This is an optimization exercise on Yosys and OpenROAD, whose aim is small area, not a production implementation. At most, simulation tests tie the RTL to the original design; equivalence was not proved. No functional check of the RTL was part of runs 1 and 2. Power and IR drop assume default switching activity.

--- config.mk ---
export PLATFORM = sky130hd
export DESIGN_NAME = mwf1_rx
export DESIGN_NICKNAME = mwf1_rx
export VERILOG_FILES = /design/flow/design.v
export SDC_FILE = /design/flow/constraint.sdc
export NUM_CORES = 4
export LEC_CHECK = 0
export CAP_MARGIN = 0
export CORE_MARGIN = 2
export CORE_UTILIZATION = 40
export PLACE_DENSITY = 0.6
export SLEW_MARGIN = 0
--- constraint.sdc ---
create_clock -name core_clock -period 5.0 [get_ports {clk}]
set_input_delay 1.0000 -clock core_clock [delete_from_list [all_inputs] [get_ports {clk}]]
set_output_delay 1.0000 -clock core_clock [all_outputs]
set_load 0.01 [all_outputs]
--- design.v ---
module mwf1_crc32 (
    input  wire [31:0] s,
    input  wire [7:0]  b,
    output wire [31:0] o
);
    wire n40 = s[0] ^ b[0];
    wire n41 = s[1] ^ b[1];
    wire n42 = s[6] ^ b[6];
    wire n43 = s[3] ^ b[3];
    wire n44 = s[4] ^ b[4];
    wire n45 = s[2] ^ b[2];
    wire n46 = s[7] ^ b[7];
    wire n47 = s[5] ^ b[5];
    wire n48 = n41 ^ n46;
    wire n49 = n40 ^ n47;
    wire n50 = n43 ^ n45;
    wire n51 = n42 ^ n50;
    wire n52 = n43 ^ n44;
    wire n53 = n42 ^ n49;
    wire n54 = n40 ^ n44;
    wire n55 = n41 ^ n49;
    wire n56 = n41 ^ n45;
    wire n57 = n46 ^ n52;
    wire n58 = n44 ^ n53;
    wire n59 = n44 ^ n47;
    wire n60 = n42 ^ n48;
    wire n61 = n45 ^ n46;
    wire n62 = n42 ^ n57;
    wire n63 = n48 ^ n51;
    wire n64 = n48 ^ n52;
    wire n65 = s[8] ^ n45;
    wire n66 = s[9] ^ n40;
    wire n67 = n66 ^ n43;
    wire n68 = s[10] ^ n41;
    wire n69 = n68 ^ n54;
    wire n70 = s[11] ^ n47;
    wire n71 = n70 ^ n56;
    wire n72 = s[12] ^ n40;
    wire n73 = n72 ^ n51;
    wire n74 = s[13] ^ n64;
    wire n75 = s[14] ^ n59;
    wire n76 = s[15] ^ n53;
    wire n77 = s[16] ^ n60;
    wire n78 = s[17] ^ n46;
    wire n79 = s[18] ^ n45;
    wire n80 = s[19] ^ n43;
    wire n81 = s[20] ^ n54;
    wire n82 = s[21] ^ n55;
    wire n83 = s[22] ^ n42;
    wire n84 = n83 ^ n56;
    wire n85 = s[23] ^ n46;
    wire n86 = n85 ^ n50;
    wire n87 = s[24] ^ n50;
    wire n88 = n87 ^ n54;
    wire n89 = s[25] ^ n52;
    wire n90 = n89 ^ n55;
    wire n91 = s[26] ^ n56;
    wire n92 = n91 ^ n58;
    wire n93 = s[27] ^ n47;
    wire n94 = n93 ^ n63;
    wire n95 = s[28] ^ n62;
    wire n96 = s[29] ^ n59;
    wire n97 = n96 ^ n61;
    wire n98 = s[30] ^ n47;
    wire n99 = n98 ^ n51;
    wire n100 = s[31] ^ n62;
    wire n101 = n44 ^ n49;
    wire n102 = n101 ^ n61;
    wire n103 = n51 ^ n55;
    wire n104 = n54 ^ n63;
    wire n105 = n47 ^ n64;
    wire n106 = n48 ^ n53;
    wire n107 = n40 ^ n60;
    assign o[0] = n65;
    assign o[1] = n67;
    assign o[2] = n69;
    assign o[3] = n71;
    assign o[4] = n73;
    assign o[5] = n74;
    assign o[6] = n75;
    assign o[7] = n76;
    assign o[8] = n77;
    assign o[9] = n78;
    assign o[10] = n79;
    assign o[11] = n80;
    assign o[12] = n81;
    assign o[13] = n82;
    assign o[14] = n84;
    assign o[15] = n86;
    assign o[16] = n88;
    assign o[17] = n90;
    assign o[18] = n92;
    assign o[19] = n94;
    assign o[20] = n95;
    assign o[21] = n97;
    assign o[22] = n99;
    assign o[23] = n100;
    assign o[24] = n102;
    assign o[25] = n103;
    assign o[26] = n104;
    assign o[27] = n105;
    assign o[28] = n58;
    assign o[29] = n106;
    assign o[30] = n107;
    assign o[31] = n48;
endmodule
module mwf1_rx (
    input  wire        clk,
    input  wire        rst,
    input  wire        rx_valid,
    input  wire [7:0]  rx_data,
    output wire        rx_ready,
    output wire        tx_valid,
    output wire [7:0]  tx_data,
    input  wire        tx_ready,
    output wire        pay_we,
    output wire [14:0] pay_addr,
    output wire [7:0]  pay_wdata,
    output wire        frm_valid,
    output wire [14:0] frm_len,
    input  wire        frm_ready,
    output wire [1:0]  st_phase,
    output wire [1:0]  st_rx_state
);
    localparam [14:0] MAXLEN = 15'd26937;
    localparam [1:0] PH_RECEIVE  = 2'd1;
    localparam [1:0] PH_DISPATCH = 2'd2;
    localparam [1:0] PH_ACK      = 2'd3;
    localparam [1:0] S_SEEK = 2'd0;
    localparam [1:0] S_LEN  = 2'd1;
    localparam [1:0] S_PAY  = 2'd2;
    localparam [1:0] S_CRC  = 2'd3;
    localparam [2:0] A_ERL0 = 3'b111, A_ERL1 = 3'b000, A_ERL2 = 3'b011;
    localparam [2:0] A_ERC0 = 3'b101, A_ERC1 = 3'b100, A_ERC2 = 3'b010;
    localparam [2:0] A_OK0  = 3'b001, A_OK1  = 3'b110;
    reg [1:0]  phase;
    reg [1:0]  rx_state;
    reg        win_ne;       
    reg [1:0]  mm;           
    reg [14:0] len_r;
    reg        len_ovf;      
    reg [14:0] pay_cnt;
    reg [31:0] crc;
    reg [15:0] tmr;
    reg        tmr_ge;       
    reg [2:0]  ack;
    wire recv   = (phase == PH_RECEIVE);
    wire rx_fire = rx_valid && recv;
    wire st_seek = (rx_state == S_SEEK);
    wire st_len  = (rx_state == S_LEN);
    wire st_pay  = (rx_state == S_PAY);
    wire st_crc  = (rx_state == S_CRC);
    wire [31:0] crc_next;
    mwf1_crc32 u_crc (.s(crc), .b(rx_data), .o(crc_next));
    wire crc_ok = (crc[31:8] == 24'h00BE26) && ((crc[7:0] ^ rx_data) == 8'hED);
    reg  [14:0] cnt_inc;
    reg         cnt_cy;
    integer     k;
    always @* begin
        cnt_cy = rx_fire;
        for (k = 0; k < 15; k = k + 1) begin
            cnt_inc[k] = pay_cnt[k] ^ cnt_cy;
            cnt_cy     = pay_cnt[k] & cnt_cy;
        end
    end
    wire        fld_last = (pay_cnt[1:0] == 2'd3);
    wire        pay_last = (cnt_inc == len_r);
    reg         len_le;
    integer     j;
    always @* begin
        len_le = 1'b1;
        for (j = 0; j < 15; j = j + 1)
            len_le = MAXLEN[j] ? (!len_r[j] || len_le) : (!len_r[j] && len_le);
    end
    wire        len_ge9  = (|len_r[14:4]) || (len_r[3] && (|len_r[2:0]));
    wire        len_ok   = !len_ovf && (rx_data == 8'd0) && len_ge9 && len_le;
    wire b_m0 = (rx_data == 8'h4D);
    wire b_m1 = (rx_data == 8'h57);
    wire b_m2 = (rx_data == 8'h46);
    wire b_m3 = (rx_data == 8'h31);
    wire magic_hit = (mm == 2'd3) && b_m3;
    reg tmr_hit;
    always @* begin
        case (rx_state)
            S_SEEK:  tmr_hit = ((tmr & 16'h0109) == 16'h0101);  
            S_PAY:   tmr_hit = ((tmr & 16'h7FBE) == 16'h6320);  
            default: tmr_hit = ((tmr & 16'h4040) == 16'h4040);  
        endcase
    end
    wire ge     = tmr_ge | tmr_hit;
    wire expire = recv && !rx_valid && ge && (!st_seek || win_ne);
    wire len_end = rx_fire && st_len && fld_last;
    wire pay_end = rx_fire && st_pay && pay_last;
    wire crc_end = rx_fire && st_crc && fld_last;
    wire tmr_clr = rx_fire && (st_seek || (st_len && fld_last) || (st_pay && pay_last));
    always @(posedge clk) begin
        if (tmr_clr) begin
            tmr    <= 16'd0;
            tmr_ge <= 1'b0;
        end else begin
            tmr    <= {tmr[14:0], ~(tmr[15] ^ tmr[12] ^ tmr[5] ^ tmr[3])};
            tmr_ge <= ge;
        end
        if (st_seek || len_end || pay_end)
            pay_cnt <= 15'd0;
        else
            pay_cnt <= cnt_inc;
        if (rx_fire && st_len) begin
            if (pay_cnt[1:0] == 2'd0) len_r[7:0] <= rx_data;
            if (pay_cnt[1:0] == 2'd1) begin
                len_r[14:8] <= rx_data[6:0];
                len_ovf     <= rx_data[7];
            end else begin
                len_ovf     <= len_ovf | (rx_data != 8'd0);
            end
        end
        if (!(st_pay || st_crc))
            crc <= 32'hFFFFFFFF;
        else if (rx_fire)
            crc <= crc_next;
        if (rst) begin
            phase    <= PH_RECEIVE;
            rx_state <= S_SEEK;
            win_ne   <= 1'b0;
            mm       <= 2'd0;
        end else begin
            if (!st_seek || expire) begin
                win_ne <= 1'b0;
                mm     <= 2'd0;
            end else if (rx_fire) begin
                win_ne <= !magic_hit;
                if (b_m0)                        mm <= 2'd1;
                else if (mm == 2'd1 && b_m1)     mm <= 2'd2;
                else if (mm == 2'd2 && b_m2)     mm <= 2'd3;
                else                             mm <= 2'd0;
            end
            case (phase)
                PH_RECEIVE: begin
                    if (rx_fire) begin
                        case (rx_state)
                            S_SEEK: if (magic_hit) rx_state <= S_LEN;
                            S_LEN: if (fld_last) begin
                                if (len_ok) begin
                                    rx_state <= S_PAY;
                                end else begin
                                    rx_state <= S_SEEK;
                                    phase    <= PH_ACK;
                                    ack      <= A_ERL0;
                                end
                            end
                            S_PAY: if (pay_last) rx_state <= S_CRC;
                            default: if (fld_last) begin
                                rx_state <= S_SEEK;
                                if (crc_ok) begin
                                    phase <= PH_DISPATCH;
                                end else begin
                                    phase <= PH_ACK;
                                    ack   <= A_ERC0;
                                end
                            end
                        endcase
                    end else if (expire) begin
                        rx_state <= S_SEEK;
                    end
                end
                PH_DISPATCH: begin
                    if (frm_ready) begin
                        phase <= PH_ACK;
                        ack   <= A_OK0;
                    end
                end
                default: begin
                    if (tx_ready) begin
                        case (ack)
                            A_ERL0: ack <= A_ERL1;
                            A_ERL1: ack <= A_ERL2;
                            A_ERC0: ack <= A_ERC1;
                            A_ERC1: ack <= A_ERC2;
                            A_OK0:  ack <= A_OK1;
                            default: phase <= PH_RECEIVE;
                        endcase
                    end
                end
            endcase
        end
    end
    reg [7:0] ack_byte;
    always @* begin
        case (ack)
            A_ERL0, A_ERC0: ack_byte = 8'h45;
            A_ERL1, A_ERC1: ack_byte = 8'h52;
            A_ERL2:         ack_byte = 8'h4C;
            A_ERC2:         ack_byte = 8'h43;
            A_OK0:          ack_byte = 8'h4F;
            default:        ack_byte = 8'h4B;
        endcase
    end
    assign rx_ready    = recv;
    assign tx_valid    = (phase == PH_ACK);
    assign tx_data     = ack_byte;
    assign pay_we      = rx_fire && st_pay;
    assign pay_addr    = pay_cnt;
    assign pay_wdata   = rx_data;
    assign frm_valid   = (phase == PH_DISPATCH);
    assign frm_len     = len_r;
    assign st_phase    = phase;
    assign st_rx_state = rx_state;
endmodule
--- flow/run.sh ---
#!/bin/bash
# The standard layout (standard.sh: the standard synthesis and ORFS flow),
# with these changes to how the layout is built:
#  - synthesis maps the logic with an area-oriented ABC script
#    (flow/abc_map.script, used in place of ORFS's abc_speed.script through a
#    copy of ORFS's scripts folder in ./orfs_scripts; nothing else in the
#    copy changes, so the registers are those of the standard synthesis);
#  - the input and output port buffers use the smallest buffer cell
#    (sky130_fd_sc_hd__buf_1);
#  - the clock tree uses clkbuf_8 buffers and no dummy loads.
# standard.sh's full output is written to standard.log in this folder; ORFS
# keeps each step's log under orfs/logs/.
set -o pipefail
rm -rf orfs_scripts
cp -r "$FLOW_HOME/scripts" orfs_scripts
cp flow/abc_map.script orfs_scripts/abc_speed.script
export SCRIPTS_DIR="$PWD/orfs_scripts"
export BUFFER_PORTS_ARGS="-buffer_cell sky130_fd_sc_hd__buf_1"
export CTS_ARGS="-sink_clustering_enable -repair_clock_nets -buf_list sky130_fd_sc_hd__clkbuf_8 -sink_clustering_size 30 -dont_use_dummy_load"
bash standard.sh > standard.log 2>&1
--- flow/abc_map.script ---
strash
&get -n
&st
&dch -f
&nf -R 1000 -p
&put
strash
&get -n
&st
&syn2
&dch -f
&nf -R 1000 -p
&put
--- standard.sh ---
#!/bin/bash
# synth_recipe.tcl (not shown) runs the flow's synth.tcl, then flattens the netlist and writes it again
# the make line also repeats each setting of config.mk as NAME=value (left out here)
make -C /OpenROAD-flow-scripts/flow DESIGN_CONFIG=/design/flow/config.mk WORK_HOME=/design/flow/orfs CLKGATE_MAP_FILE= SYNTH_SCRIPT=/design/flow/synth_recipe.tcl "${@:-finish}"
==> results by group, run 1 <==
Logic synthesis
  • Fraction of registers with async set/reset: 0%
  • Mapped cell area: 4310 sq um
  • Top FF cell, synth: dfxtp_1
  • Number of synthesized flops with an enable pin: 19
  • Syn_area_per_cell: 9.88 sq um
  • Synthesized flop and latch total: 90
  • Unique masters post-synth: 36
  • Cells after synthesis: 436
  • Synth warn: 1
  • Register area share after synthesis: 46.2%

Die
  • Die area: 11600 sq um
  • Cell Rows: 37
  • Die H: 108 um
  • Die width: 108 um
  • Starting density of the core: 41.6%
  • Core ar.: 10400 sq um
  • I/O pin cnt: 67

CTS
  • CTS buffer count: 9
  • Clock-pin slew on the worst setup and hold paths: 0.08 ns
  • Clock root buffer: clkbuf_8
  • Hold buffer count at CTS: 0
  • Latest clock arrival within the worst-skew pair: 0.35 ns
  • H-Tree Level Count: 3
  • CTS Buffer Depth: 2
  • Clock Sinks: 90
  • CTS tree: built

Worst setup path
  • Crit path from: rx_valid
  • Logic depth of the worst path, buffers included: 24
  • Most used cell, CP: ha_2
  • Worst setup SP type: input port
  • Max incr delay on CP: 0.31 ns
  • Worst-path fanout max: 8
  • Worst path cell trace: clkbuf_4, nand2_8, clkinv_8, ha_4, ha_1, ha_2, ha_2, ha_2, ha_2, ha_1, ha_1, ha_2, ha_2, ha_2, ha_2, ha_2, ha_4, xnor2_4, xnor2_2, nor4_4, nand3_2, o21ai_4, nand3_4, and2_4
  • WP data arrival: 5.10 ns
  • Worst r2r dst: tmr[14]
  • Critical Path RT: 5.24 ns
  • Worst setup EP type: register
  • R2R depth: 25
  • Critical Path End: tmr[14]
  • R2r setup slk: 0.23 ns
  • Slowest cell on the critical path: nor4_4
  • Worst R2R Start: phase[1]
  • Delay-heaviest family, CP: adder cells
  • Setup Crit Path Kind: in2reg
  • Worst Path Buf+Inv: 2

Pwr
  • Leakage: 1.80 nW
  • Maximum vdd drop: 0.000227 V
  • Power Dens Cells: 517 nW/um^2

STA
  • Final hold vios: 0
  • Setup ws final: 0.140 ns
  • Clock Skew: 0.0235 ns
  • Count of pins over their slew limit: 0
  • Final min period: 4.86 ns
  • Finish-stage setup viols: 0
  • Worst-Margin Slew: 0.993 ns
  • Fmax: 206 MHz
  • Period utilization: 97.2%
  • Rel. slew slack: 33.3%

Drt
  • Iter 0 DRT Violations: 150
  • Drt first pass iters: 4
  • Post-DR wirelength/cell: 16.0 um
  • Via/cell ratio: 5.21
  • Post-DRT Antenna Nets: 0
  • # DRC: 0
  • Via count: 3353
  • Final wirelength: 10.3 mm

Finish
  • Share of post-route cells with drive strength above 1: 9.66%
  • Synth-to-Final Area Change: 16.9%
  • Fin nets: 541
  • Finished Cell Area: 5040 sq um
  • Diode count: 0
  • Most frequent cells in the layout: 70 x dfxtp_1, 62 x buf_1, 48 x nand2_1, 41 x xor2_1, 38 x xnor2_1
  • Commonest non-fill, non-tap cell in the layout: dfxtp_1
  • Core Util, Final: 48.6%

Flow run
  • Max cap viols: 0

Place
  • Final Wtd Congestion: 0.844
  • Port Buffers: 63
  • Placed inst area: 4780 sq um
  • DP Worst Slack: -0.350 ns
  • Hpwl dp: 7.39 mm

Global route
  • First-pass GRT wire length: 16.0 mm
  • GRT Overall Usage: 17.8%
  • Total gr overflow: 0
  • Largest net degree at the start of global routing: 65
  • Initial antenna violation count: 0
  • Vias in the first global route: 3120

Min path
  • HP Start: tmr[1]
  • Worst hold path class: reg2reg

Run status
  • Status: timing/DRC/antenna clean
## Yosys cell counts (7+ instances only)
cell	count	area (sq um)
xor2_1	41	359
o21ai_0	12	60.1
a21oi_1	14	70.1
nor4_1	9	56.3
buf_4	11	82.6
nand3_1	7	35.0
edfxtp_1	19	571
dfxtp_1	71	1420
nand2_1	49	184
nor3_1	11	55.1
o211ai_1	28	210
nor2_1	24	90.1
ha_1	19	238
nor2b_1	17	106
xnor2_1	40	350
and2_0	17	106
## through the flow
stage                     hold WS (ns)  TNS [ns]  instances  total power [mW]
final                            0.461         0        643              2.60
after global routing             0.483    -0.117        643              2.80
after CTS                        0.462         0        641              2.57
after detailed placement         0.450     -7.04        632              2.18
after global placement           0.442     -6.09        632              2.16
after floorplan                  0.435         0        437              1.87
## how the worst min path moves through the flow
| stage | end | slack (ns) | cells after the start |
|---|---|---|---|
| finish | tmr[2] | 0.46 | 1 |
| global placement | tmr[2] | 0.44 | 1 |
| global route | tmr[2] | 0.48 | 1 |
| detailed placement | tmr[2] | 0.45 | 1 |
| floorplan | tmr[9] | 0.44 | 1 |
| CTS | tmr[2] | 0.46 | 1 |
## report_power, final
part,internal (mW),switching (mW),total (mW),leakage [nW]
registers,0.890,0.131,1.02,0.749
clock network,0.162,0.229,0.391,0.0647
logic,0.500,0.694,1.19,0.987
## routing by layer
metal | routed length [um] | track usage, % | vias up
li1 | - | - | 1668
met1 | 4850 | 23.9 | 1595
met2 | 4820 | 28.6 | 78
met3 | 460 | 3.39 | 12
met4 | 159 | 6.14 | 0
met5 | 0 | 0 | -
## final cells by class
class	count	area (sq um)
clock buffers	9	124
repair buffers	72	320
well taps	136	170
inverters	6	35.0
multi-input cells	330	2400
flip-flops and latches	90	1990
fillers	998	5330
## flip-flops by register name, summed over array words and instances (netlist names)
name      flops
crc          32
win_ne        1
rx_state      2
phase         2
tmr          16
ack           3
pay_cnt      15
len_r        15
len_ovf       1
tmr_ge        1
mm            2
## kinds of logic after synthesis
family	after synthesis	synth area share, %
flip-flops	90	46.2
AO/OA/AOI/OAI	73	11.2
AND/OR/NAND/NOR	153	17.9
adder cells (fa/ha/maj)	19	5.52
buffers and inverters	18	2.53
XOR/XNOR	81	16.5
other	2	0.174
## repair_timing
action | 4_1_cts | 5_1_grt
setup endpoints to repair | 0 | 19
resized for setup | 0 | 31
setup buffers | 0 | 1
==> run 2: changes to the inputs <==
--- a/design.v
+++ b/design.v
@@ -159,3 +159,3 @@
     always @* begin
-        cnt_cy = rx_fire;
+        cnt_cy = 1'b1;
         for (k = 0; k < 15; k = k + 1) begin
@@ -205,3 +205,3 @@
             pay_cnt <= 15'd0;
-        else
+        else if (rx_fire)
             pay_cnt <= cnt_inc;
==> run 2 against run 1 <==
Effect of this change: still clean; non-clock buffer count decreased by 3; synthesized cell count rose by 7.3%; clock power shrank 2%; largest power group is now registers.
==> results by group, run 2 <==
Drt
  • Post-DR wirelength/cell: 15.0 um
  • Drt first pass iters: 4
  • Final wirelength: 10.1 mm
  • Iter 0 DRT Violations: 284
  • Via/cell ratio: 5.20
  • # DRC: 0
  • Via count: 3513
  • Post-DRT Antenna Nets: 0

CTS
  • Latest clock arrival within the worst-skew pair: 0.35 ns
  • Clock-pin slew on the worst setup and hold paths: 0.08 ns
  • Clock root buffer: clkbuf_8
  • CTS buffer count: 9
  • Clock Sinks: 90
  • H-Tree Level Count: 3
  • Hold buffer count at CTS: 0
  • CTS Buffer Depth: 2
  • CTS tree: built

Finish
  • Max FFs per register: 32
  • Fill cells: 1064
  • Commonest non-fill, non-tap cell in the layout: nand2_1
  • Largest regs: crc: 32 flops, tmr: 16 flops
  • Finished Cell Area: 4970 sq um
  • Fin nets: 570
  • Diode count: 0
  • Most frequent cells in the layout: 73 x nand2_1, 71 x dfxtp_1, 63 x buf_1, 44 x xnor2_1, 38 x xor2_1
  • Register with the most flip-flops: crc
  • Synth-to-Final Area Change: 11.8%
  • Share of post-route cells with drive strength above 1: 3.55%

Global route
  • First-pass GRT wire length: 16.5 mm
  • Initial antenna violation count: 0
  • Vias in the first global route: 3279
  • Total gr overflow: 0
  • GRT Overall Usage: 17.7%
  • Largest net degree at the start of global routing: 80

Logic synthesis
  • Top FF cell, synth: dfxtp_1
  • Register area share after synthesis: 44.8%
  • Cells after synthesis: 468
  • Unique masters post-synth: 39
  • Synth top area cells: dfxtp_1 32%, edfxtp_1 13%, xnor2_1 8.7%
  • Synth warn: 1
  • Number of synthesized flops with an enable pin: 19
  • Synthesized flop and latch total: 90
  • Count leader, synth: nand2_1
  • Top-area cell type share of the netlist area: 32.0%
  • Leading area contributor after synthesis: dfxtp_1
  • Fraction of registers with async set/reset: 0%
  • Mapped cell area: 4450 sq um
  • Most instantiated cells after synthesis: 75 x nand2_1, 71 x dfxtp_1, 44 x xnor2_1, 38 x xor2_1, 30 x a21oi_1
  • Syn_area_per_cell: 9.50 sq um

Die
  • Die H: 109 um
  • Die area: 12000 sq um
  • Core ar.: 10800 sq um
  • Starting density of the core: 41.0%
  • Die width: 109 um
  • I/O pin cnt: 67
  • Cell Rows: 38

Worst setup path
  • Worst r2r dst: pay_cnt[14]
  • Critical Path RT: 5.24 ns
  • R2r setup slk: 0.36 ns
  • Worst setup EP type: register
  • Slowest cell on the critical path: dfxtp_1
  • Worst R2R Start: pay_cnt[1]
  • WP data arrival: 4.87 ns
  • Worst Path Buf+Inv: 1
  • Most used cell, CP: ha_1
  • R2R depth: 22
  • Worst-path fanout max: 15
  • Setup Crit Path Kind: reg2reg
  • Delay-heaviest family, CP: adder cells
  • Worst path cell trace: ha_1, ha_1, ha_1, ha_1, ha_1, ha_1, ha_1, ha_1, ha_1, ha_1, ha_1, ha_1, ha_1, xor2_1, nor4_1, nand3_1, nor4_4, nor2b_1, a211o_1, o31ai_1, buf_4, a211oi_1
  • Worst setup SP type: register
  • Max incr delay on CP: 0.34 ns

Place
  • Placed inst area: 4820 sq um
  • Hpwl dp: 7.40 mm
  • Port Buffers: 63
  • Final Wtd Congestion: 0.861

Min path
  • Hold depth: 1
  • Worst Hold Path EP: tmr[5]
  • HP Start: tmr[4]
  • Worst hold path class: reg2reg

Run status
  • Status: timing/DRC/antenna clean

STA
  • Clock Skew: 0.0132 ns
  • Period utilization: 92.7%
  • Final hold vios: 0
  • Unrepaired setup endpoints after global routing: false
  • Fmax: 216 MHz
  • Worst-Margin Slew: 0.788 ns
  • Final min period: 4.64 ns
  • Finish-stage setup viols: 0
  • Count of pins over their slew limit: 0
  • Fin Hold WS: 0.471 ns
  • Rel. slew slack: 47.1%
  • Setup TNS: 0 ns

Flow run
  • Max cap viols: 0

Pwr
  • Power Dens Cells: 362 nW/um^2
  • Maximum vdd drop: 0.000257 V
  • Leakage: 1.78 nW
run 2: cell types whose count changed after synthesis, sizes merged, moves of 2 or more:
cell    delta
a211o      +2
clkinv     +3
nor2       -2
nand4      -2
nor3       +3
xnor2      +4
o21ai      -3
nor2b     -14
nand2     +26
and3       +3
xor2       -3
a21oi     +16
nor4       -3
run 2: area by class of cell:
cell class | count | area, sq um | area share [%]
multi-input cells | 358 | 2370 | 47.6
flip-flops and latches | 90 | 1990 | 40.1
repair buffers | 69 | 282 | 5.66
well taps | 140 | 175 | 3.52
clock buffers | 9 | 124 | 2.49
inverters | 9 | 33.8 | 0.679
run 2: kinds of logic after synthesis:
logic type                 count (synthesis)  share of synthesized area [%]
and+or+nand+nor                          163                           17.5
DFF                                       90                           44.8
xor gates and xnor gates                  82                           16.1
AOI/OAI and AO/OA                         90                           13.1
buffers and inverters                     21                           2.70
other                                      2                          0.169
adders and majority gates                 20                           5.63
run 2: power by group:
group	switching, mW	leakage [nW]	internal [mW]
Clock	0.224	0.0647	0.161
Sequential	0.0484	0.745	0.800
Combinational	0.367	0.970	0.201
run 2: through the flow:
| stage | setup WS [ns] | total power [mW] | instances | util (%) |
|---|---|---|---|---|
| after global routing | 0.0510 | 1.93 | 675 | 45.9 |
| after floorplan | 0.546 | 1.29 | 469 | - |
| final | 0.365 | 1.80 | 675 | 45.9 |
| after detailed placement | 0.101 | 1.43 | 666 | 44.5 |
| after global placement | 0.228 | 1.42 | 666 | 44.5 |
| after CTS | 0.0694 | 1.82 | 675 | 45.6 |
run 2: worst max-delay path by stage:
stage / startpoint / to / slack, ns / cells past startpoint
2_1_floorplan: pay_cnt[0] / pay_cnt[14] / 0.55 / 21
4_1_cts: pay_cnt[1] / tmr[10] / 0.07 / 21
5_1_grt: pay_cnt[1] / pay_cnt[14] / 0.05 / 22
3_3_place_gp: pay_cnt[1] / tmr[4] / 0.23 / 21
3_5_place_dp: pay_cnt[1] / tmr[10] / 0.10 / 21
6_report: pay_cnt[1] / pay_cnt[14] / 0.36 / 22
run 2: per-layer routing:
metal / routed length, um / vias up / share of wire [%] / track usage [%]
met5: 0 / - / 0 / 0
li1: - / 1778 / - / -
met2: 4810 / 82 / 47 / 29.2
met3: 458 / 12 / 4.5 / 4.09
met4: 152 / 0 / 1.5 / 5.97
met1: 4720 / 1641 / 47 / 22.7
run 2: repair_timing:
item,CTS,global route
resized for setup,0,4
buffers inserted,0,0
setup endpoints to repair,0,30
==> run 3: changes to the inputs <==
--- a/design.v
+++ b/design.v
@@ -132,5 +132,5 @@
     localparam [1:0] S_CRC  = 2'd3;
-    localparam [2:0] A_ERL0 = 3'b111, A_ERL1 = 3'b000, A_ERL2 = 3'b011;
-    localparam [2:0] A_ERC0 = 3'b101, A_ERC1 = 3'b100, A_ERC2 = 3'b010;
-    localparam [2:0] A_OK0  = 3'b001, A_OK1  = 3'b110;
+    localparam [2:0] A_ERL0 = 3'd0, A_ERL1 = 3'd1, A_ERL2 = 3'd2;
+    localparam [2:0] A_ERC0 = 3'd4, A_ERC1 = 3'd5, A_ERC2 = 3'd6;
+    localparam [2:0] A_OK0  = 3'd3, A_OK1  = 3'd7;
     reg [1:0]  phase;
@@ -159,3 +159,3 @@
     always @* begin
-        cnt_cy = 1'b1;
+        cnt_cy = rx_fire;
         for (k = 0; k < 15; k = k + 1) begin
@@ -194,3 +194,3 @@
     wire crc_end = rx_fire && st_crc && fld_last;
-    wire tmr_clr = rx_fire && (st_seek || (st_len && fld_last) || (st_pay && pay_last));
+    wire tmr_clr = (rx_fire && (st_seek || fld_last && !st_pay || pay_end)) || expire;
     always @(posedge clk) begin
@@ -205,3 +205,3 @@
             pay_cnt <= 15'd0;
-        else if (rx_fire)
+        else
             pay_cnt <= cnt_inc;
==> flow/run.sh (replaced) <==
#!/bin/bash
# The standard layout (standard.sh: the standard synthesis and ORFS flow),
# with two changes to how the layout is built:
#  - the input and output port buffers use the smallest buffer cell
#    (sky130_fd_sc_hd__buf_1) instead of the default choice;
#  - the clock tree uses clkbuf_8 buffers and no dummy loads.
# standard.sh's full output is written to standard.log in this folder.
set -o pipefail
export BUFFER_PORTS_ARGS="-buffer_cell sky130_fd_sc_hd__buf_1"
export CTS_ARGS="-sink_clustering_enable -repair_clock_nets -buf_list sky130_fd_sc_hd__clkbuf_8 -sink_clustering_size 30 -dont_use_dummy_load"
bash standard.sh > standard.log 2>&1
--- a/config.mk
+++ b/config.mk
@@ -7,3 +7,3 @@
 export LEC_CHECK = 0
-export CAP_MARGIN = 0
+export CAP_MARGIN = 20
 export CORE_MARGIN = 2
@@ -11,2 +11,2 @@
 export PLACE_DENSITY = 0.6
-export SLEW_MARGIN = 0
+export SLEW_MARGIN = 20
removed: flow/abc_map.script
==> run 3 against run 2 <==
Effect of this change: still clean; non-clock buffer count grew 6; die area increased by 3.6%; critical path depth grew 2; global-route usage is 0.064 points lower; utilization shrank 0.32 points; register-to-register slack lost 0.05 ns; combinational power shrank 11%; via count shrank 0.71%; largest power group unchanged.
==> results by group, run 3 <==
Place
  • Final Wtd Congestion: 0.845
  • Port Buffers: 63
  • Placed inst area: 4990 sq um
  • Hpwl dp: 7.70 mm

Drt
  • Drt first pass iters: 5
  • Post-DR wirelength/cell: 15.9 um
  • Iter 0 DRT Violations: 239
  • Via/cell ratio: 5.23
  • # DRC: 0
  • Final wirelength: 10.6 mm
  • Via count: 3488
  • Post-DRT Antenna Nets: 0

Min path
  • HP Start: tmr[9]
  • Worst hold path class: reg2reg

CTS
  • Latest clock arrival within the worst-skew pair: 0.38 ns
  • Hold buffer count at CTS: 0
  • CTS Buffer Depth: 2
  • CTS tree: built
  • H-Tree Level Count: 3
  • Clock-pin slew on the worst setup and hold paths: 0.10 ns
  • CTS buffer count: 9
  • Clock root buffer: clkbuf_8
  • Clock Sinks: 90

Finish
  • Sequential Area: 1990 sq um
  • Max FFs per register: 32
  • Fill cells: 1116
  • Synth-to-Final Area Change: 11.7%
  • Footprint of the multi-input gates: 2480 sq um
  • Fin nets: 558
  • Share of post-route cells with drive strength above 1: 8.21%
  • Diode count: 0
  • Register with the most flip-flops: crc
  • Largest regs: crc: 32 flops, tmr: 16 flops
  • Finished Cell Area: 5160 sq um
  • Most frequent cells in the layout: 70 x dfxtp_1, 63 x buf_1, 55 x nand2_1, 54 x xnor2_1, 31 x and2_1
  • Commonest non-fill, non-tap cell in the layout: dfxtp_1
  • Core Util, Final: 45.5%

STA
  • Rel. slew slack: 41.5%
  • Clock Skew: 0.0304 ns
  • Period utilization: 95.8%
  • Finish-stage setup viols: 0
  • Count of pins over their slew limit: 0
  • Final hold vios: 0
  • Unrepaired setup endpoints after global routing: false
  • Fmax: 209 MHz
  • Final min period: 4.79 ns
  • Worst-Margin Slew: 0.870 ns

Logic synthesis
  • Post-Synth Adder-Cell Area: 5.15%
  • Most instantiated cells after synthesis: 71 x dfxtp_1, 56 x nand2_1, 55 x xnor2_1, 31 x and2_1, 23 x xor2_1
  • Fraction of registers with async set/reset: 0%
  • Unique masters post-synth: 58
  • Count leader, synth: dfxtp_1
  • Top-area cell type share of the netlist area: 30.8%
  • Synth warn: 1
  • Number of synthesized flops with an enable pin: 19
  • Synthesized flop and latch total: 90
  • Synth top area cells: dfxtp_1 31%, edfxtp_1 12%, xnor2_1 10%
  • Register area share after synthesis: 43.2%
  • Top FF cell, synth: dfxtp_1
  • Main combinational cell family by area after synthesis: simple AND/OR/NAND/NOR gates
  • Cells after synthesis: 468
  • Multiplexer share of the synthesized area: 0.217%
  • Synth Area in Simple Gates: 19.5%
  • Leading area contributor after synthesis: dfxtp_1
  • Syn_area_per_cell: 9.86 sq um
  • Xor/xnor cell area share of the yosys netlist: 17.9%
  • Synth Area in Compound Gates: 9.79%
  • Mapped cell area: 4620 sq um

Run status
  • Status: timing/DRC/antenna clean

Worst setup path
  • Worst setup SP type: input port
  • Worst setup EP type: register
  • Setup Crit Path Kind: in2reg
  • Crit path from: rx_valid
  • WP data arrival: 5.07 ns
  • Worst-path fanout max: 2
  • Worst R2R Start: phase[1]
  • Critical Path RT: 5.28 ns

Die
  • Die width: 111 um
  • Starting density of the core: 40.8%
  • Cell Rows: 39
  • I/O pin cnt: 67
  • Core ar.: 11300 sq um
  • Die area: 12400 sq um
  • Die H: 111 um

Global route
  • Met2 usage: 28.6%
  • Met1 usage: 23.3%
  • GRT Overall Usage: 17.6%
  • Met3 usage: 4.79%
  • Initial antenna violation count: 0
  • Vias in the first global route: 3389
  • First-pass GRT wire length: 17.7 mm
  • Total gr overflow: 0
  • Largest net degree at the start of global routing: 65
  • Most crowded layer after global routing: met2

Flow run
  • Max cap viols: 0

Pwr
  • Leakage: 1.95 nW
  • Power Dens Cells: 337 nW/um^2
  • Maximum vdd drop: 0.000227 V
-- run 3: worst max-delay path, stage by stage --
cell and delay, ns:
buf_1 0.10, nand2_2 0.08, clkinv_2 0.06, ha_1 0.17, ha_1 0.18, ha_1 0.18, ha_1 0.18, ha_1 0.20
ha_1 0.20, ha_1 0.18, ha_1 0.18, ha_1 0.18, ha_1 0.18, ha_1 0.18, ha_1 0.18, ha_1 0.18
ha_1 0.21, xnor2_2 0.18, xnor2_1 0.16, nor3_2 0.06, and2_1 0.19, buf_4 0.15, o311a_1 0.28, o32ai_1 0.24
-- run 3: worst paths after layout --
path                                    end  slack (ns)  depth (start not counted)
worst max register to register  rx_state[1]        0.31                         25
worst min-delay path                tmr[10]        0.47                          1
worst min register to register      tmr[10]        0.47                          1
worst max-delay path            rx_state[1]        0.21                         24
-- run 3: metal layers --
metal	share of wire, %	wire length, um
met4	1.2	122
met1	45	4760
met5	0	0
met2	49	5220
met3	4.6	489
-- run 3: cell type report --
type                       count  area share, %
inverter                      11          0.825
timing repair buffer          75           6.58
clock buffer                   9           2.40
tap                          143           3.47
sequential                    90           38.7
multi-input combinational    339           48.1
-- run 3: power breakdown --
| part | switching (mW) | internal [mW] | leakage, nW | total [mW] |
|---|---|---|---|---|
| sequential | 0.0476 | 0.798 | 0.746 | 0.845 |
| combinational | 0.314 | 0.194 | 1.14 | 0.507 |
| clock | 0.226 | 0.161 | 0.0647 | 0.387 |
| total | 0.587 | 1.15 | 1.95 | 1.74 |
-- run 3: what timing repair did --
item                       CTS  global route
resized for setup            0             4
setup buffers                0             1
setup endpoints to repair    0            27
-- run 3: through the flow --
step	worst slack (ns)	cells	TNS [ns]	hold slack, ns	power [mW]
floorplan	0.0223	469	0	0.422	1.22
global placement	-0.296	657	-6.85	0.435	1.35
detailed placement	-0.334	657	-7.83	0.440	1.35
CTS	0.0179	666	0	0.465	1.74
global route	0.00814	667	0	0.495	1.85
finish	0.209	667	0	0.465	1.74
-- run 3: kinds of logic after synthesis --
logic type | Yosys count
AOI/OAI and AO/OA | 61
xor gates and xnor gates | 86
adders and majority gates | 19
buffers and inverters | 40
DFF | 90
muxes | 1
other | 2
and+or+nand+nor | 169
==> run 4: changes to the inputs <==
--- a/design.v
+++ b/design.v
@@ -132,9 +132,9 @@
     localparam [1:0] S_CRC  = 2'd3;
-    localparam [2:0] A_ERL0 = 3'd0, A_ERL1 = 3'd1, A_ERL2 = 3'd2;
-    localparam [2:0] A_ERC0 = 3'd4, A_ERC1 = 3'd5, A_ERC2 = 3'd6;
-    localparam [2:0] A_OK0  = 3'd3, A_OK1  = 3'd7;
+    localparam [2:0] A_ERL0 = 3'b100, A_ERL1 = 3'b111, A_ERL2 = 3'b010;
+    localparam [2:0] A_ERC0 = 3'b101, A_ERC1 = 3'b110, A_ERC2 = 3'b011;
+    localparam [2:0] A_OK0  = 3'b000, A_OK1  = 3'b001;
     reg [1:0]  phase;
     reg [1:0]  rx_state;
-    reg        win_ne;       
-    reg [1:0]  mm;           
+    reg        win_ne;
+    reg [1:0]  mm;
     reg [14:0] len_r;
@@ -145,3 +145,3 @@
     reg        tmr_ge;       
-    reg [2:0]  ack;
+    wire [2:0] ack = {win_ne, mm};
     wire recv   = (phase == PH_RECEIVE);
@@ -159,3 +159,3 @@
     always @* begin
-        cnt_cy = rx_fire;
+        cnt_cy = 1'b1;
         for (k = 0; k < 15; k = k + 1) begin
@@ -194,3 +194,3 @@
     wire crc_end = rx_fire && st_crc && fld_last;
-    wire tmr_clr = (rx_fire && (st_seek || fld_last && !st_pay || pay_end)) || expire;
+    wire tmr_clr = rx_fire && (st_seek || (st_len && fld_last) || (st_pay && pay_last));
     always @(posedge clk) begin
@@ -205,3 +205,3 @@
             pay_cnt <= 15'd0;
-        else
+        else if (rx_fire)
             pay_cnt <= cnt_inc;
@@ -247,3 +247,3 @@
                                     phase    <= PH_ACK;
-                                    ack      <= A_ERL0;
+                                    {win_ne, mm} <= A_ERL0;
                                 end
@@ -257,3 +257,3 @@
                                     phase <= PH_ACK;
-                                    ack   <= A_ERC0;
+                                    {win_ne, mm} <= A_ERC0;
                                 end
@@ -266,6 +266,3 @@
                 PH_DISPATCH: begin
-                    if (frm_ready) begin
-                        phase <= PH_ACK;
-                        ack   <= A_OK0;
-                    end
+                    if (frm_ready) phase <= PH_ACK;
                 end
@@ -274,8 +271,11 @@
                         case (ack)
-                            A_ERL0: ack <= A_ERL1;
-                            A_ERL1: ack <= A_ERL2;
-                            A_ERC0: ack <= A_ERC1;
-                            A_ERC1: ack <= A_ERC2;
-                            A_OK0:  ack <= A_OK1;
-                            default: phase <= PH_RECEIVE;
+                            A_ERL0: {win_ne, mm} <= A_ERL1;
+                            A_ERL1: {win_ne, mm} <= A_ERL2;
+                            A_ERC0: {win_ne, mm} <= A_ERC1;
+                            A_ERC1: {win_ne, mm} <= A_ERC2;
+                            A_OK0:  {win_ne, mm} <= A_OK1;
+                            default: begin
+                                {win_ne, mm} <= 3'b000;
+                                phase        <= PH_RECEIVE;
+                            end
                         endcase
==> flow/run.sh (replaced) <==
#!/bin/bash
# The standard layout (standard.sh: the standard synthesis and ORFS flow),
# with these changes to how the layout is built:
#  - synthesis maps the logic with an area-oriented ABC script
#    (flow/abc_map.script, used in place of ORFS's abc_speed.script through a
#    copy of ORFS's scripts folder in ./orfs_scripts; nothing else in the
#    copy changes, so the registers are those of the standard synthesis);
#  - the input and output port buffers use the smallest buffer cell
#    (sky130_fd_sc_hd__buf_1);
#  - the clock tree uses clkbuf_8 buffers and no dummy loads.
# standard.sh's full output is written to standard.log in this folder; ORFS
# keeps each step's log under orfs/logs/.
set -o pipefail
rm -rf orfs_scripts
cp -r "$FLOW_HOME/scripts" orfs_scripts
cp flow/abc_map.script orfs_scripts/abc_speed.script
export SCRIPTS_DIR="$PWD/orfs_scripts"
export BUFFER_PORTS_ARGS="-buffer_cell sky130_fd_sc_hd__buf_1"
export CTS_ARGS="-sink_clustering_enable -repair_clock_nets -buf_list sky130_fd_sc_hd__clkbuf_8 -sink_clustering_size 30 -dont_use_dummy_load"
bash standard.sh > standard.log 2>&1
==> flow/abc_map.script (new file) <==
strash
&get -n
&st
&dch -f
&nf -R 1000 -p
&put
strash
&get -n
&st
&syn2
&dch -f
&nf -R 1000 -p
&put
--- a/config.mk
+++ b/config.mk
@@ -7,6 +7,6 @@
 export LEC_CHECK = 0
-export CAP_MARGIN = 20
+export CAP_MARGIN = 0
 export CORE_MARGIN = 2
-export CORE_UTILIZATION = 40
-export PLACE_DENSITY = 0.6
-export SLEW_MARGIN = 20
+export CORE_UTILIZATION = 60
+export PLACE_DENSITY = 0.75
+export SLEW_MARGIN = 0
==> run 4 against run 3 <==
Effect of this change: still clean on timing, DRC and antenna; total power shrank 26%; first-iteration DRC count increased by 14%; sequential share of layout area up 0.69 points; flip-flop and latch count down 3; via count up 4.5%; sequential power down 13%; critical path depth fell by 2; largest cell class unchanged.
==> results by group, run 4 <==
Run status
  • Status: timing/DRC/antenna clean

Finish
  • Share of post-route cells with drive strength above 1: 3.36%
  • Register with the most flip-flops: crc
  • Largest regs: crc: 32 flops, tmr: 16 flops
  • Fill cells: 614
  • Max FFs per register: 32
  • Fin nets: 571
  • Most frequent cells in the layout: 71 x dfxtp_1, 63 x buf_1, 56 x a21oi_1, 55 x xnor2_1, 42 x nand2_1
  • Footprint of the multi-input gates: 2370 sq um
  • Diode count: 0
  • Synth-to-Final Area Change: 10.8%
  • Sequential Area: 1900 sq um
  • Layout Cells excl Fill: 635
  • Commonest non-fill, non-tap cell in the layout: dfxtp_1
  • Finished Cell Area: 4830 sq um

Drt
  • Iter 0 DRT Violations: 272
  • Post-DRT Antenna Nets: 0
  • Drt first pass iters: 4
  • Via count: 3644
  • Post-DR wirelength/cell: 16.2 um
  • # DRC: 0
  • Via/cell ratio: 5.74
  • Final wirelength: 10.3 mm

Pwr
  • Maximum vdd drop: 0.000133 V
  • Leakage: 1.61 nW
  • Power Dens Cells: 265 nW/um^2
  • Total chip power: 1.28 mW

Global route
  • Largest net degree at the start of global routing: 76
  • First-pass GRT wire length: 16.2 mm
  • Vias in the first global route: 3269
  • Total gr overflow: 0
  • Initial antenna violation count: 0
  • GRT Overall Usage: 26.7%

Logic synthesis
  • Synth warn: 1
  • Syn_area_per_cell: 9.32 sq um
  • Synth top area cells: dfxtp_1 33%, xnor2_1 11%, edfxtp_1 11%
  • Synthesized flop and latch total: 87
  • Top-area cell type share of the netlist area: 32.6%
  • Mapped cell area: 4360 sq um
  • Number of synthesized flops with an enable pin: 16
  • Cells after synthesis: 468
  • Count leader, synth: dfxtp_1
  • Leading area contributor after synthesis: dfxtp_1
  • Top FF cell, synth: dfxtp_1
  • Most instantiated cells after synthesis: 71 x dfxtp_1, 56 x a21oi_1, 55 x xnor2_1, 43 x nand2_1, 40 x o21ai_0
  • Fraction of registers with async set/reset: 0%
  • Unique masters post-synth: 41
  • Register area share after synthesis: 43.6%

STA
  • Clock Skew: 0.0246 ns
  • Setup TNS: 0 ns
  • Count of pins over their slew limit: 0
  • Worst-Margin Slew: 0.827 ns
  • Final min period: 4.68 ns
  • Finish-stage setup viols: 0
  • Period utilization: 93.5%
  • Fmax: 214 MHz
  • Final hold vios: 0
  • Setup ws final: 0.323 ns
  • Unrepaired setup endpoints after global routing: false
  • Rel. slew slack: 44.8%

CTS
  • Hold buffer count at CTS: 0
  • Clock root buffer: clkbuf_8
  • Clock-pin slew on the worst setup and hold paths: 0.09 ns
  • CTS tree: built
  • CTS Buffer Depth: 2
  • Clock Sinks: 87
  • Latest clock arrival within the worst-skew pair: 0.36 ns
  • Post-CTS Setup Bufs: 0
  • H-Tree Level Count: 3
  • CTS buffer count: 9

Worst setup path
  • Worst setup EP type: register
  • Worst setup SP type: register
  • Critical Path RT: 5.22 ns
  • Setup Crit Path Kind: reg2reg
  • WP data arrival: 4.89 ns
  • Worst-path fanout max: 18

Flow run
  • Max cap viols: 0

Die
  • Cell Rows: 31
  • Die area: 7970 sq um
  • Die width: 89.3 um
  • I/O pin cnt: 67
  • Core ar.: 7140 sq um
  • Die H: 89.3 um
  • Starting density of the core: 61.1%

Place
  • Final Wtd Congestion: 0.903
  • DP Worst Slack: -0.0871 ns
  • Placed insts: 626
  • Placed inst area: 4690 sq um
  • Port Buffers: 63
  • Hpwl dp: 7.42 mm

Min path
  • Worst hold path class: reg2reg
## run 4: power by group
| group | switching [mW] | leakage (nW) | internal (mW) | total, mW |
|---|---|---|---|---|
| clock network | 0.213 | 0.0647 | 0.161 | 0.374 |
| logic | 0.103 | 0.823 | 0.0666 | 0.170 |
| registers | 0.0117 | 0.719 | 0.723 | 0.735 |
| total | 0.328 | 1.61 | 0.951 | 1.28 |
## run 4: metrics by stage
step | utilization, % | hold WS, ns
after CTS | 67.5 | 0.456
final | 67.7 | 0.451
after global routing | 67.7 | 0.458
after global placement | 65.7 | 0.442
after floorplan | - | 0.431
after detailed placement | 65.7 | 0.449
## run 4: cell families (layout without fill, tap and decap cells)
kind of cell	Yosys count	after routing	share of synthesized area, %
buf+inv	20	87	2.67
compound gates	120	120	15.4
flops	87	87	43.6
other cells	2	3	0.172
fa+ha+maj	20	20	5.74
simple gates	137	137	16.0
xor+xnor	82	82	16.5
## run 4: worst max-delay path: stages, from the launching register on
cell      delay, ns
dfxtp_1        0.34
ha_1           0.28
ha_1           0.22
ha_1           0.18
ha_1           0.18
ha_1           0.18
ha_1           0.18
ha_1           0.18
ha_1           0.18
ha_1           0.19
ha_1           0.19
ha_1           0.19
ha_1           0.18
ha_1           0.30
xnor2_1        0.16
nand4_1        0.10
nor3_1         0.16
nand4_1        0.22
a211oi_2       0.36
a31oi_4        0.13
o21ai_0        0.13
buf_4          0.23
a211oi_1       0.07
## run 4: path summary, 6_finish.rpt
check	to	slack [ns]	start	cells past startpoint
setup / recovery	pay_cnt[1]	0.32	pay_cnt[1]	22
hold / removal	tmr[3]	0.45	tmr[2]	1
setup reg to reg	pay_cnt[1]	0.32	pay_cnt[1]	22
hold reg to reg	tmr[3]	0.45	tmr[2]	1
## run 4: final cells by class
type                            count  area share, %
Timing Repair Buffer               69           5.82
Multi-Input combinational cell    362           49.0
Sequential cell                    87           39.3
Tap cell                           99           2.56
Inverter                            9          0.699
Clock buffer                        9           2.56
## run 4: timing repair
item	CTS	global route
hold endpoints to repair	0	0
endpoints found under the setup margin	11	12
gates resized for setup	1	2
## run 4: metal layers
layer / wire length, um / GRT usage, %
met4: 168 / 9.50
met5: 0 / 0
met2: 4680 / 41.4
met1: 4730 / 38.0
met3: 709 / 4.34
==> run 5: changes to the inputs <==
--- a/config.mk
+++ b/config.mk
@@ -9,4 +9,4 @@
 export CORE_MARGIN = 2
-export CORE_UTILIZATION = 60
-export PLACE_DENSITY = 0.75
+export CORE_UTILIZATION = 70
+export PLACE_DENSITY = 0.85
 export SLEW_MARGIN = 0
==> run 5 against run 4 <==
Effect of this change: still clean on timing, DRC and antenna; cell count fell by 3.6%; total power rose by 0.39%; first-iteration DRC count rose by 57%; die area fell by 14%; global-route usage rose by 3.8 points; wire length rose by 2.1%; sequential share of layout area rose by 0.35 points; critical path depth fell by 1; largest power group unchanged; highest routed layer unchanged.
==> results by group, run 5 <==
Logic synthesis
  • Leading area contributor after synthesis: dfxtp_1
  • Top FF cell, synth: dfxtp_1
  • Number of synthesized flops with an enable pin: 16
  • Cells after synthesis: 468
  • Syn_area_per_cell: 9.32 sq um
  • Unique masters post-synth: 41
  • Top-area cell type share of the netlist area: 32.6%
  • Register area share after synthesis: 43.6%
  • Mapped cell area: 4360 sq um
  • Most instantiated cells after synthesis: 71 x dfxtp_1, 56 x a21oi_1, 55 x xnor2_1, 43 x nand2_1, 40 x o21ai_0
  • Count leader, synth: dfxtp_1
  • Fraction of registers with async set/reset: 0%
  • Synth warn: 1
  • Synth top area cells: dfxtp_1 33%, xnor2_1 11%, edfxtp_1 11%
  • Synthesized flop and latch total: 87

Worst setup path
  • Worst setup SP type: register
  • Critical Path RT: 5.25 ns
  • Worst setup EP type: register
  • Worst-path fanout max: 6
  • WP data arrival: 4.88 ns
  • Setup Crit Path Kind: reg2reg

Die
  • Cell Rows: 28
  • I/O pin cnt: 67
  • Die area: 6880 sq um
  • Die width: 82.9 um
  • Die H: 82.9 um
  • Starting density of the core: 73.2%
  • Core ar.: 5960 sq um

STA
  • Setup TNS: 0 ns
  • Worst-Margin Slew: 0.881 ns
  • Fin Hold WS: 0.444 ns
  • Rel. slew slack: 40.9%
  • Setup ws final: 0.373 ns
  • Final hold vios: 0
  • Clock Skew: 0.0224 ns
  • Unrepaired setup endpoints after global routing: false
  • Fmax: 216 MHz
  • Count of pins over their slew limit: 0
  • Period utilization: 92.5%
  • Final min period: 4.63 ns
  • Finish-stage setup viols: 0

CTS
  • Clock Sinks: 87
  • Post-CTS Setup Bufs: 0
  • Clock root buffer: clkbuf_8
  • CTS buffer count: 9
  • H-Tree Level Count: 3
  • Clock-pin slew on the worst setup and hold paths: 0.09 ns
  • Hold buffer count at CTS: 0
  • CTS Buffer Depth: 2
  • CTS tree: built
  • Post-CTS sizing: 0
  • Latest clock arrival within the worst-skew pair: 0.36 ns

Finish
  • Synth-to-Final Area Change: 9.87%
  • Commonest non-fill, non-tap cell in the layout: dfxtp_1
  • Register with the most flip-flops: crc
  • Diode count: 0
  • Largest regs: crc: 32 flops, tmr: 16 flops
  • Most frequent cells in the layout: 71 x dfxtp_1, 63 x buf_1, 56 x a21oi_1, 55 x xnor2_1, 42 x nand2_1
  • Fin nets: 572
  • Share of post-route cells with drive strength above 1: 3.17%
  • Max FFs per register: 32
  • Core Util, Final: 80.4%

Global route
  • Most crowded layer after global routing: met2
  • Largest net degree at the start of global routing: 60
  • Met2 usage: 48.8%
  • First-pass GRT wire length: 16.9 mm
  • GRT Overall Usage: 30.5%
  • Initial antenna violation count: 0
  • Vias in the first global route: 3475
  • Met3 usage: 6.96%
  • Met1 usage: 40.3%
  • Total gr overflow: 0

Pwr
  • Leakage: 1.61 nW
  • Total chip power: 1.28 mW
  • Power Dens Cells: 268 nW/um^2
  • Maximum vdd drop: 0.000207 V

Drt
  • Final wirelength: 10.5 mm
  • # DRC: 0
  • Drt first pass iters: 5
  • Via/cell ratio: 6.18
  • Post-DR wirelength/cell: 17.2 um
  • Via count: 3785
  • Post-DRT Antenna Nets: 0
  • Iter 0 DRT Violations: 427

Flow run
  • Max cap viols: 0

Run status
  • Status: timing/DRC/antenna clean

Place
  • DP Worst Slack: 0.408 ns
  • Final Wtd Congestion: 0.878
  • Hpwl dp: 7.64 mm
  • Port Buffers: 63

Min path
  • Worst hold path class: reg2reg
[run 5: cell counts after synthesis]
No cell type changed its count.
[run 5: power by group]
part	internal (mW)	switching (mW)	total (mW)	leakage, nW
Combinational	0.0673	0.106	0.173	0.824
Sequential	0.723	0.0118	0.735	0.719
Clock	0.161	0.215	0.376	0.0647
[run 5: area by class of cell]
class,instances,area (sq um)
clock buffers,9,124
fillers,418,1160
inverters,9,33.8
multi-input cells,362,2350
flip-flops and latches,87,1900
well taps,75,93.8
repair buffers,70,289
[run 5: routing by layer]
| layer | vias to the layer above | wire length [um] |
|---|---|---|
| li1 | 1783 | - |
| met1 | 1773 | 4490 |
| met2 | 201 | 4860 |
| met3 | 28 | 906 |
| met4 | 0 | 239 |
| met5 | - | 0 |
[run 5: kinds of logic (layout without fill, tap and decap cells)]
family / Yosys count / in the layout / share of synthesized area, %
other cells: 2 / 3 / 0.172
compound gates: 120 / 120 / 15.4
xor+xnor: 82 / 82 / 16.5
flops: 87 / 87 / 43.6
simple gates: 137 / 137 / 16.0
buf+inv: 20 / 88 / 2.67
fa+ha+maj: 20 / 20 / 5.74
[run 5: metrics by stage]
step / cell area (sq um) / std cells
2_1_floorplan: 4360 / 469
3_3_place_gp: 4670 / 603
3_5_place_dp: 4670 / 603
4_1_cts: 4790 / 612
5_1_grt: 4790 / 612
6_report: 4790 / 612
[run 5: worst paths after layout]
kind	from	endpoint	depth (start not counted)	slack, ns
max reg2reg	pay_cnt[0]	rx_state[1]	21	0.37
max	pay_cnt[0]	rx_state[1]	21	0.37
min reg2reg	tmr[6]	tmr[7]	1	0.44
min	tmr[6]	tmr[7]	1	0.44
[run 5: worst max-delay path, cell delays in order, from the launching register on]
cell,delay (ns)
dfxtp_1,0.39
ha_1,0.31
ha_1,0.21
ha_1,0.18
ha_1,0.18
ha_1,0.19
ha_1,0.18
ha_1,0.18
ha_1,0.17
ha_1,0.18
ha_1,0.18
ha_1,0.18
ha_1,0.19
ha_1,0.31
xnor2_1,0.16
nand4_1,0.10
nor3_1,0.17
nand4_1,0.21
a221oi_1,0.52
nor2_1,0.10
a22oi_1,0.18
nor2_1,0.06
==> run 6: changes to the inputs <==
--- a/config.mk
+++ b/config.mk
@@ -9,4 +9,5 @@
 export CORE_MARGIN = 2
-export CORE_UTILIZATION = 70
-export PLACE_DENSITY = 0.85
+export CORE_UTILIZATION = 40
+export GPL_TIMING_DRIVEN = 0
+export PLACE_DENSITY = 0.6
 export SLEW_MARGIN = 0
==> run 6 against run 5 <==
Effect of this change: area after synthesis unchanged; worst setup slack got worse by 0.030 ns; clock power about the same; die area increased by 71%.
==> results by group, run 6 <==
Drt
  • Iter 0 DRT Violations: 270
  • Post-DRT Antenna Nets: 0
  • Post-DR wirelength/cell: 15.3 um
  • Via/cell ratio: 5.16
  • # DRC: 0
  • Final wirelength: 10.4 mm
  • Via count: 3527
  • Drt first pass iters: 5

Min path
  • HP Start: tmr[8]
  • Worst hold path class: reg2reg

Global route
  • Met2 usage: 29.7%
  • GRT Overall Usage: 19.1%
  • Total gr overflow: 0
  • First-pass GRT wire length: 17.2 mm
  • Met1 usage: 26.4%
  • Met3 usage: 4.40%
  • Most crowded layer after global routing: met2
  • Vias in the first global route: 3442
  • Largest net degree at the start of global routing: 62
  • Initial antenna violation count: 0

Finish
  • Share of post-route cells with drive strength above 1: 5.15%
  • Largest regs: crc: 32 flops, tmr: 16 flops
  • Synth-to-Final Area Change: 14.0%
  • Footprint of the multi-input gates: 2370 sq um
  • Register with the most flip-flops: crc
  • Commonest non-fill, non-tap cell in the layout: dfxtp_1
  • Layout Cells excl Fill: 684
  • Most frequent cells in the layout: 71 x dfxtp_1, 63 x buf_1, 56 x a21oi_1, 55 x xnor2_1, 42 x nand2_1
  • Max FFs per register: 32
  • Fill cells: 1091
  • Diode count: 0
  • Sequential Area: 1900 sq um
  • Fin nets: 579

STA
  • Period utilization: 93.1%
  • Setup TNS: 0 ns
  • Finish-stage setup viols: 0
  • Final hold vios: 0
  • Worst-Margin Slew: 0.931 ns
  • Fmax: 215 MHz
  • Count of pins over their slew limit: 0
  • Final min period: 4.66 ns
  • Rel. slew slack: 37.6%
  • Setup ws final: 0.343 ns
  • Unrepaired setup endpoints after global routing: false
  • Clock Skew: 0.0165 ns

Flow run
  • Max cap viols: 0

Die
  • Starting density of the core: 40.6%
  • I/O pin cnt: 67
  • Core ar.: 10700 sq um
  • Cell Rows: 38
  • Die width: 108 um
  • Die area: 11800 sq um
  • Die H: 108 um

Logic synthesis
  • Register area share after synthesis: 43.6%
  • Synthesized flop and latch total: 87
  • Number of synthesized flops with an enable pin: 16
  • Syn_area_per_cell: 9.32 sq um
  • Count leader, synth: dfxtp_1
  • Synth warn: 1
  • Top-area cell type share of the netlist area: 32.6%
  • Mapped cell area: 4360 sq um
  • Cells after synthesis: 468
  • Leading area contributor after synthesis: dfxtp_1
  • Top FF cell, synth: dfxtp_1
  • Fraction of registers with async set/reset: 0%
  • Most instantiated cells after synthesis: 71 x dfxtp_1, 56 x a21oi_1, 55 x xnor2_1, 43 x nand2_1, 40 x o21ai_0
  • Synth top area cells: dfxtp_1 33%, xnor2_1 11%, edfxtp_1 11%
  • Unique masters post-synth: 41

Worst setup path
  • Most used cell, CP: ha_1
  • Worst setup SP type: register
  • Critical Path End: pay_cnt[14]
  • Worst-path fanout max: 18
  • Setup Crit Path Kind: reg2reg
  • Critical Path RT: 5.26 ns
  • Worst r2r dst: pay_cnt[14]
  • Worst R2R Start: pay_cnt[0]
  • WP data arrival: 4.92 ns
  • R2R depth: 22
  • Max incr delay on CP: 0.39 ns
  • Worst setup EP type: register
  • Crit path from: pay_cnt[0]
  • Slowest cell on the critical path: dfxtp_1
  • R2r setup slk: 0.34 ns
  • Worst path cell trace: ha_2, ha_1, ha_1, ha_1, ha_1, ha_1, ha_1, ha_1, ha_1, ha_1, ha_1, ha_1, ha_1, xnor2_1, xnor2_1, nor3_1, nand4_1, a211oi_2, a31oi_4, o21ai_2, buf_4, a211oi_1

CTS
  • Latest clock arrival within the worst-skew pair: 0.35 ns
  • Clock root buffer: clkbuf_8
  • CTS buffer count: 9
  • CTS Buffer Depth: 2
  • Clock Sinks: 87
  • Clock-pin slew on the worst setup and hold paths: 0.08 ns
  • H-Tree Level Count: 3
  • CTS tree: built

Pwr
  • Leakage: 1.65 nW
  • Maximum vdd drop: 0.000122 V
  • Power Dens Cells: 259 nW/um^2

Place
  • Placed insts: 675
  • Hpwl dp: 7.78 mm
  • DP Worst Slack: -0.286 ns
  • Port Buffers: 63
  • Final Wtd Congestion: 0.813

Run status
  • Status: timing/DRC/antenna clean
-- run 6: changes by cell type in the layout (fill, tap and decap cells not counted) --
cell      previous run  this run
ha_1                20        19
buf_12               0         1
and2_1               0         1
ha_2                 0         1
a211oi_2             0         1
and2_0              20        19
buf_8                0         1
o21ai_2              0         1
a31oi_4              0         1
buf_4                7        12
a31oi_1              1         0
o21ai_0             40        39
a211oi_1             6         5
-- run 6: metal layers --
metal / vias to the layer above / routed length, um
met5: - / 0
met4: 0 / 114
met3: 11 / 648
met2: 103 / 4620
met1: 1606 / 5060
li1: 1807 / -
-- run 6: how the worst min path moves through the flow --
stage	to	slack (ns)	cells after the start
CTS	tmr[9]	0.47	1
detailed placement	tmr[12]	0.45	1
global placement	tmr[7]	0.44	1
global route	tmr[8]	0.50	1
floorplan	tmr[14]	0.43	1
finish	tmr[9]	0.46	1
-- run 6: final cells by class --
| type | count | share of cell area (%) |
|---|---|---|
| timing repair buffer | 66 | 5.61 |
| clock buffer | 9 | 2.49 |
| sequential | 87 | 38.3 |
| buffer | 11 | 1.66 |
| multi-input combinational | 362 | 47.8 |
| tap | 140 | 3.52 |
| inverter | 9 | 0.680 |
-- run 6: power breakdown --
| part | switching (mW) | leakage [nW] | total (mW) | internal (mW) |
|---|---|---|---|---|
| logic | 0.103 | 0.867 | 0.176 | 0.0728 |
| clock network | 0.214 | 0.0647 | 0.375 | 0.161 |
| registers | 0.0125 | 0.719 | 0.736 | 0.723 |
-- run 6: kinds of logic after synthesis --
kind of cell | count (synthesis) | synth area share [%]
AO/OA/AOI/OAI | 120 | 15.4
XOR/XNOR | 82 | 16.5
adder cells (fa/ha/maj) | 20 | 5.74
buffers and inverters | 20 | 2.67
flip-flops | 87 | 43.6
other | 2 | 0.172
AND/OR/NAND/NOR | 137 | 16.0
-- run 6: stage by stage --
stage / utilization, % / hold slack (ns) / cell area [sq um] / total power, mW
2_1_floorplan: - / 0.431 / 4360 / 0.873
3_3_place_gp: 44.4 / 0.437 / 4780 / 0.921
3_5_place_dp: 44.9 / 0.452 / 4820 / 0.926
4_1_cts: 46.2 / 0.473 / 4960 / 1.30
5_1_grt: 46.3 / 0.495 / 4970 / 1.36
6_report: 46.3 / 0.463 / 4970 / 1.29
-- run 6: timing repair --
| action | 4_1_cts | 5_1_grt |
|---|---|---|
| endpoints found under the setup margin | 15 | 17 |
| hold endpoints to repair | 0 | 0 |
| resized for setup | 2 | 3 |
| pin swaps | 0 | 2 |
| buffers inserted | 0 | 0 |
| hold buffers | 0 | 0 |
-- run 6: critical path, delay by kind of cell (launching register included) --
family	cells	cell delay (ns)
compound gates	4	0.81
xor+xnor	2	0.39
fa+ha+maj	13	2.47
buf+inv	1	0.21
flops	1	0.39
simple gates	2	0.27
==> run 7: changes to the inputs <==
--- a/config.mk
+++ b/config.mk
@@ -10,3 +10,2 @@
 export CORE_UTILIZATION = 40
-export GPL_TIMING_DRIVEN = 0
 export PLACE_DENSITY = 0.6
==> run 7 against run 6 <==
Effect of this change: clock power rose by 3%; still clean; non-clock buffer count fell by 6; via count rose by 1.1%; synthesized cell count did not move; largest cell class unchanged; wire length rose by 0.76%.
==> results by group, run 7 <==
Run status
  • Status: timing/DRC/antenna clean

CTS
  • Post-CTS sizing: 0
  • H-Tree Level Count: 3
  • Hold buffer count at CTS: 0
  • CTS Buffer Depth: 2
  • Clock-pin slew on the worst setup and hold paths: 0.08 ns
  • Post-CTS Setup Bufs: 0
  • Clock Sinks: 87
  • Latest clock arrival within the worst-skew pair: 0.35 ns
  • CTS tree: built

Logic synthesis
  • Cells after synthesis: 468
  • Fraction of registers with async set/reset: 0%
  • Synth top area cells: dfxtp_1 33%, xnor2_1 11%, edfxtp_1 11%
  • Leading area contributor after synthesis: dfxtp_1
  • Count leader, synth: dfxtp_1
  • Top FF cell, synth: dfxtp_1
  • Most instantiated cells after synthesis: 71 x dfxtp_1, 56 x a21oi_1, 55 x xnor2_1, 43 x nand2_1, 40 x o21ai_0
  • Syn_area_per_cell: 9.32 sq um
  • Number of synthesized flops with an enable pin: 16
  • Top-area cell type share of the netlist area: 32.6%
  • Register area share after synthesis: 43.6%
  • Synthesized flop and latch total: 87

Pwr
  • Switching share of total power: 26.2%
  • Internal Power: 0.952 mW
  • Register share of total power: 56.9%
  • Comb power frac: 13.1%
  • Leakage: 1.61 nW
  • Maximum vdd drop: 0.000102 V

Finish
  • Largest regs: crc: 32 flops, tmr: 16 flops
  • Fill cells: 1073
  • Synth-to-Final Area Change: 11.9%
  • Register with the most flip-flops: crc
  • Max FFs per register: 32
  • Commonest non-fill, non-tap cell in the layout: dfxtp_1

Worst setup path
  • Worst setup SP type: register
  • WP data arrival: 4.75 ns
  • Critical Path RT: 5.23 ns
  • Worst setup EP type: register
  • Worst-path fanout max: 5
  • Worst R2R Start: pay_cnt[1]
  • R2R depth: 21

Global route
  • Initial antenna violation count: 0
  • Met2 usage: 27.9%
  • Vias in the first global route: 3292
  • Most crowded layer after global routing: met2
  • Total gr overflow: 0
  • GRT Overall Usage: 18.6%
  • Met3 usage: 2.89%

STA
  • Final min period: 4.52 ns
  • Fmax: 221 MHz
  • Count of pins over their slew limit: 0
  • Worst-Margin Slew: 0.768 ns
  • Setup TNS: 0 ns
  • Clock Skew: 0.0130 ns
  • Final hold vios: 0
  • Rel. slew slack: 48.6%
  • Unrepaired setup endpoints after global routing: false
  • Finish-stage setup viols: 0

Place
  • Port Buffers: 63
  • Placed insts: 669
  • Final Wtd Congestion: 0.875

Drt
  • Iter 0 DRT Violations: 267
  • Post-DR wirelength/cell: 15.5 um
  • Post-DRT Antenna Nets: 0
  • Via count: 3567

Flow run
  • Max cap viols: 0

Die
  • Core ar.: 10700 sq um
  • Die width: 108 um
  • Die H: 108 um

Min path
  • Hold depth: 1
  • HP Start: tmr[7]
-- run 7: cell counts after synthesis --
No cell type changed its count.
-- run 7: worst max path at each step --
stage / startpoint / slack (ns) / end
floorplan: pay_cnt[0] / 0.08 / pay_cnt[1]
global placement: pay_cnt[0] / 0.60 / rx_state[0]
detailed placement: pay_cnt[1] / 0.55 / rx_state[1]
CTS: pay_cnt[1] / 0.50 / rx_state[1]
global route: pay_cnt[1] / 0.15 / rx_state[0]
finish: pay_cnt[1] / 0.48 / rx_state[0]
-- run 7: cells by family after synthesis --
family                   after synthesis  synth area share [%]
adder cells (fa/ha/maj)               20                  5.74
flip-flops                            87                  43.6
buffers and inverters                 20                  2.67
other                                  2                 0.172
AO/OA/AOI/OAI                        120                  15.4
AND/OR/NAND/NOR                      137                  16.0
XOR/XNOR                              82                  16.5
-- run 7: critical path, stage by stage (launching register included) --
cell and delay, ns:
dfxtp_1 0.34, ha_1 0.26, ha_1 0.21, ha_1 0.18, ha_1 0.17, ha_1 0.18, ha_1 0.18, ha_1 0.18
ha_1 0.18, ha_1 0.18, ha_1 0.18, ha_1 0.18, ha_1 0.18, ha_1 0.30, xnor2_1 0.15, nand4_1 0.11
nor3_1 0.21, nand4_1 0.20, a221oi_1 0.50, o21ai_0 0.15, o21ai_0 0.11, nor2_1 0.05
-- run 7: per-layer routing --
layer,up-vias,part of all wire [%]
li1,1787,-
met1,1671,50
met2,95,44
met3,14,4.7
met4,0,1.8
met5,-,0
-- run 7: power by group through the flow --
stage | clock (mW) | sequential [mW] | combinational (mW)
floorplan | 0 | 0.749 | 0.124
global placement | 0 | 0.750 | 0.168
detailed placement | 0 | 0.751 | 0.169
CTS | 0.398 | 0.734 | 0.170
global route | 0.424 | 0.736 | 0.188
finish | 0.387 | 0.734 | 0.169
-- run 7: stage by stage --
step	util (%)	power [mW]	hold slack (ns)	setup slack [ns]	area [sq um]
2_1_floorplan	-	0.873	0.431	0.0832	4360
3_3_place_gp	44.3	0.918	0.436	0.598	4760
3_5_place_dp	44.3	0.919	0.447	0.546	4760
4_1_cts	45.4	1.30	0.464	0.503	4880
5_1_grt	45.4	1.35	0.480	0.150	4880
6_report	45.4	1.29	0.456	0.481	4880
-- run 7: cell type report --
| cell class | instances | area [sq um] | share of cell area (%) |
|---|---|---|---|
| multi-input cells | 362 | 2350 | 48.1 |
| flip-flops and latches | 87 | 1900 | 39.0 |
| repair buffers | 71 | 297 | 6.08 |
| well taps | 140 | 175 | 3.59 |
| clock buffers | 9 | 124 | 2.54 |
| inverters | 9 | 33.8 | 0.692 |

Re-timed with assumed drivers on the ports (clkbuf_16 on the clock, buf_2 on other inputs), run 7 has 0.481 ns of setup slack against 0.481 ns with ideal ports, and 0.481 ns once port delays also move by the mid clock arrival of 0.379 ns.
